Context: an optimization exercise on an open-source flow, tuned for small area, a short achievable clock period and few clock cycles. The choices shown serve that exercise and are no tape-out recipe.
At most, simulation tests tie the RTL to the original design; equivalence was not proved.
Power and IR drop assume default switching activity.

==> flow/design.v (excerpt) <==
module owd_core (
    input              clk,
    input              rst,
    input              start,
    input              cancel,
    input      [31:0]  sample_rate_hz,
    input              force_overdrive,
    input              channel_valid,
    input      [7:0]   channel,
    output reg         cur_valid,
    output reg [1:0]   cur_cmd,
    output reg [31:0]  cur_n,
    input              cur_ack,
    input      [63:0]  cur_sample,
    input              cur_level,
    input              cur_eos,
    output             snk_valid,
    output     [180:0] snk_data,
    output             idle,
    output             busy,
    output             halted,
    output reg [1:0]   halt_reason,
    output     [7:0]   chan
);
    localparam [31:0] MIN_SAMPLE_RATE_HZ = 32'd2000000;
    localparam [1:0] CMD_QUERY = 2'd0, CMD_ADV_EDGE = 2'd1, CMD_PEEK_EDGE = 2'd2, CMD_ADV_BY = 2'd3;
    localparam [1:0] REC_FRAME = 2'd0, REC_COMMIT = 2'd1, REC_MARKER = 2'd2, REC_PROGRESS = 2'd3;
    localparam [2:0] MK_INVALID = 3'd0, MK_START = 3'd1, MK_DOWNARROW = 3'd2, MK_ZERO = 3'd3,
                     MK_ONE = 3'd4;
    localparam [1:0] LAYER_UNKNOWN = 2'd0, LAYER_DATA = 2'd1, LAYER_COMMAND = 2'd2,
                     LAYER_CRC = 2'd3;
    localparam [1:0] HR_NONE = 2'd0, HR_CANCELLED = 2'd1, HR_EOS = 2'd2, HR_CONFIG = 2'd3;
    localparam [4:0] S_IDLE = 5'd0,  S_HALT = 5'd1,  S_CFGE = 5'd2,  S_Q   = 5'd3,
                     S_M0   = 5'd4,  S_M1   = 5'd5,  S_M2   = 5'd6,  S_GAPF = 5'd7,
                     S_DISP = 5'd8,  S_RA   = 5'd9,  S_B    = 5'd10, S_C1  = 5'd11,
                     S_C2   = 5'd12, S_FR   = 5'd13, S_PR   = 5'd14, S_CX  = 5'd15,
                     S_FIX  = 5'd16, S_EFIX = 5'd17, S_RQ  = 5'd18, S_GQ  = 5'd19;
    reg [4:0]  ph;
    reg [7:0]  cfg_chan;
    reg [63:0] rise, fall, field_start;
    reg [47:0] acc;
    reg [5:0]  bits;
    reg [1:0]  layer;
    reg        unk;         
    reg        defer;       
    reg        warn;
    reg        h_lt10;      
    reg        h_gap;       
    reg        hacc;        
    reg        lvl;         
    reg        lazy;        
    reg        prog_rise;   
    reg        fr_done;
    reg        asm_pend, asm_bit;
    reg        c_rst, c_warn, c_gtchk, c_gtsp;
    reg [15:0] t10;
    reg [1:0]  t40lo;
    reg [15:0] t15;
    reg        t30lo;
    reg [3:0]  t480lo;
  ...
Size: about 3900 cells after synthesis, ~380 flip-flops, roughly 340 I/O pins.
export LEC_CHECK = 0
export ABC_CLOCK_PERIOD_IN_PS = 3500
export CAP_MARGIN = 30
export CORE_MARGIN = 2
export CORE_UTILIZATION = 55
export SETUP_SLACK_MARGIN = 5
export SLEW_MARGIN = 30
create_clock -name core_clock -period 12.0 [get_ports {clk}]
run.sh (not shown) runs the stock make flow with config.mk's settings and CLKGATE_MAP_FILE= SYNTH_SCRIPT=/design/flow/synth_recipe.tcl, a recipe that flattens the netlist after the stock synthesis.
The starting point passed the timing, DRC and antenna checks.
Change:
--- a/flow/design.v
+++ b/flow/design.v
@@ -260,24 +260,19 @@
     wire m2_ok   = (ph == S_M2) && ack && !cur_eos;
     wire do_disp = (m2_ok && !x_gh && !x_gl && !unk) || (ph == S_DISP);
     wire f_rst   = (ph == S_DISP) ? c_rst   : x_rst;
     wire f_warn  = (ph == S_DISP) ? c_warn  : x_warn;
     wire f_gtchk = (ph == S_DISP) ? c_gtchk : dd_gt15;
     wire f_gtsp  = (ph == S_DISP) ? c_gtsp  : dd_gt30;
     wire [24:0] fsp_lo  = {1'b0, fall[23:0]} + {8'd0, t30};
     wire [63:0] fall_sp = {fsp_lo[24] ? sb_hi_p1 : fall[63:24], fsp_lo[23:0]};
     always @(posedge clk) begin
-        if (rst) begin
-            ph          <= S_IDLE;
-            halt_reason <= HR_NONE;
-            cfg_chan    <= 8'd0;
-            rv          <= 1'b0;
-        end else begin
+        begin
             rv  <= 1'b0;
             rfd <= 1'b0;
             rfr <= 1'b0;
             if (!thr_ready) begin
                 tstep <= tstep + 6'd1;
                 field_start[42:0] <= {te_rn, te_qn};
                 case (te_wr)
                     4'd1: acc[32:0] <= {trem, tqb[12:0]};
                     4'd2: t10    <= tqb[15:0];
@@ -346,19 +341,20 @@
                         ph   <= S_M1;
                     end
                     S_M1: if (ack) begin
                         fall   <= cur_sample;
                         h_lt10 <= dd_lt10;
                         h_gap  <= dd_gt1000;
                         ph     <= S_M2;
                     end
                     S_M2: if (ack) begin
-                        fall <= fall_sp;
+                        if (!x_rst)
+                            fall <= fall_sp;
                         if (!x_gl)
                             rise <= cur_sample;
                         if (x_gh || x_gl) begin
                             rmk   <= MK_INVALID;
                             hacc  <= !x_gh;
                             ph    <= S_GQ;
                         end else begin
                             defer   <= 1'b0;
                             c_rst   <= x_rst;
@@ -469,19 +465,19 @@
                         ph          <= S_HALT;
                     end
                     default: ;  
                 endcase
                 if (do_disp) begin
                     if (f_rst) begin
                         rv     <= 1'b1;
                         rtype  <= REC_COMMIT;
                         warn   <= f_warn;
-                        ph     <= (ph == S_DISP) ? S_RQ : S_RA;
+                        ph     <= S_RQ;
                     end else if (f_gtsp) begin
                         if (ph == S_DISP)
                             fall  <= fall_sp;
                         rv        <= 1'b1;
                         rtype     <= REC_MARKER;
                         rbase     <= 2'd0;
                         rmk       <= MK_ZERO;
                         lvl       <= 1'b0;
                         prog_rise <= 1'b0;
@@ -491,11 +487,17 @@
                         ph        <= asm_next;
                     end else if (f_gtchk) begin
                         ph <= S_B;
                     end else begin
                         ph <= S_C1;
                     end
                 end
             end
         end
+        if (rst) begin
+            ph          <= S_IDLE;
+            halt_reason <= HR_NONE;
+            cfg_chan    <= 8'd0;
+            rv          <= 1'b0;
+        end
     end
 endmodule
Effect: Sequential power increases by roughly a tenth. Setup slack loses 0.068 ns. Hold slack hardly moves. Power increases by about a fifth. Global-route usage grows by 0.65 points. Cell area fell by a few percent. Sequential share of layout area goes down by 2.1 points. Die area decreases by a few percent. Combinational power goes up by a quarter to a third.
Testbench counts after the change, summed over its fixed seeds: cycles 58,474.
No functional check of the RTL was part of the first run of this note.


Another version of the RTL of owd_core (not shown whole).
Size: ~380 flip-flops, roughly 340 I/O pins.
==> flow/design.v (excerpt) <==
module owd_core (
    input              clk,
    input              rst,
    input              start,
    input              cancel,
    input      [31:0]  sample_rate_hz,
    input              force_overdrive,
    input              channel_valid,
    input      [7:0]   channel,
    output reg         cur_valid,
    output reg [1:0]   cur_cmd,
    output reg [31:0]  cur_n,
    input              cur_ack,
    input      [63:0]  cur_sample,
    input              cur_level,
    input              cur_eos,
    output             snk_valid,
    output     [180:0] snk_data,
    output             idle,
    output             busy,
    output             halted,
    output reg [1:0]   halt_reason,
    output     [7:0]   chan
);
    localparam [31:0] MIN_SAMPLE_RATE_HZ = 32'd2000000;
    localparam [1:0] CMD_QUERY = 2'd0, CMD_ADV_EDGE = 2'd1, CMD_PEEK_EDGE = 2'd2, CMD_ADV_BY = 2'd3;
    localparam [1:0] REC_FRAME = 2'd0, REC_COMMIT = 2'd1, REC_MARKER = 2'd2, REC_PROGRESS = 2'd3;
    localparam [2:0] MK_INVALID = 3'd0, MK_START = 3'd1, MK_DOWNARROW = 3'd2, MK_ZERO = 3'd3,
                     MK_ONE = 3'd4;
    localparam [1:0] LAYER_UNKNOWN = 2'd0, LAYER_DATA = 2'd1, LAYER_COMMAND = 2'd2,
                     LAYER_CRC = 2'd3;
  ...
Settings: LEC_CHECK=0, ABC_CLOCK_PERIOD_IN_PS=3500, CAP_MARGIN=30, CORE_MARGIN=2, CORE_UTILIZATION=55, SETUP_SLACK_MARGIN=5, SLEW_MARGIN=30; clock period 12.0 ns.
Testbench counts at the start, summed over its fixed seeds: cycles 58,474.
Then changed:
--- a/flow/design.v
+++ b/flow/design.v
@@ -254,13 +254,13 @@
     assign snk_data[65:2]    = r_commit ? 64'd0 : s_samp;
     assign snk_data[68:66]   = r_marker ? rmk : r_frame ? rise[2:0] : 3'd0;
     assign snk_data[129:69]  = r_frame ? rise[63:3] : 61'd0;
     assign snk_data[131:130] = rfd ? layer : 2'd0;
     assign snk_data[179:132] = rfd ? acc : 48'd0;
     assign snk_data[180]     = rfr & warn;
-    wire m2_ok   = (ph == S_M2) && ack && !cur_eos;
+    wire m2_ok   = (ph == S_M2) && ack;
     wire do_disp = (m2_ok && !x_gh && !x_gl && !unk) || (ph == S_DISP);
     wire f_rst   = (ph == S_DISP) ? c_rst   : x_rst;
     wire f_warn  = (ph == S_DISP) ? c_warn  : x_warn;
     wire f_gtchk = (ph == S_DISP) ? c_gtchk : dd_gt15;
     wire f_gtsp  = (ph == S_DISP) ? c_gtsp  : dd_gt30;
     wire [24:0] fsp_lo  = {1'b0, fall[23:0]} + {8'd0, t30};
@@ -291,13 +291,13 @@
                 if (asm_on) begin
                     if (asm_bit)
                         acc[bits] <= 1'b1;
                     bits <= bits + 6'd1;
                 end
             end
-            if ((ph == S_M2) && ack && (bits == 6'd0))
+            if ((ph == S_M2) && (bits == 6'd0))
                 field_start <= fall;
             begin
                 case (ph)
                     S_IDLE: begin
                         if (start) begin
                             if (sample_rate_hz < MIN_SAMPLE_RATE_HZ || !channel_valid) begin
Global-route usage increases by 0.25 points.
Synthesized area fell slightly.
Power is higher by about a fifth.
Die area came out lower slightly.
Worst hold slack is about the same.
Via count fell slightly.
Worst setup slack gets better by 9.1 ps.
Design area came out lower slightly.
Core utilization hardly moves.
The RTL of the second run of this note was laid out without a check of its function.

[separate check: timing with driven ports]
Ports are ideal in the flow. The routed layouts listed here were re-timed in OpenROAD.
Step 1: set_driving_cell puts a clkbuf_16 on clk and a buf_2 on each other input, an assumption about the parent block.
Step 2, shift: input delay + t, output delay - t, t = (earliest + latest rising clock arrival at the registers) / 2. This alone moves slack from input paths to output paths.
Slacks: ideal ports / drivers / drivers and shift; pairs: ideal ports / drivers.
run	t, ns	setup WS [ns]	hold WS [ns]	clock arrival spread, ns	worst data-port slew with drivers (ns)
the first run of note 1	0.675	5.057 / 5.092 / 4.417	0.454 / 0.454 / 0.454	0.019 / 0.019	0.12
the second run of note 1	0.681	4.989 / 4.963 / 4.282	0.454 / 0.454 / 0.454	0.019 / 0.019	0.12
the first run of note 2	0.683	5.089 / 5.127 / 4.444	0.460 / 0.460 / 0.460	0.042 / 0.042	0.10
the second run of note 2	0.676	5.098 / 5.138 / 4.470	0.458 / 0.458 / 0.458	0.025 / 0.025	0.09
After both steps every run listed still meets setup and hold. For the second run of note 1, which loses most, drivers alone change the setup slack by -0.026 ns; drivers and shift together by -0.707 ns.
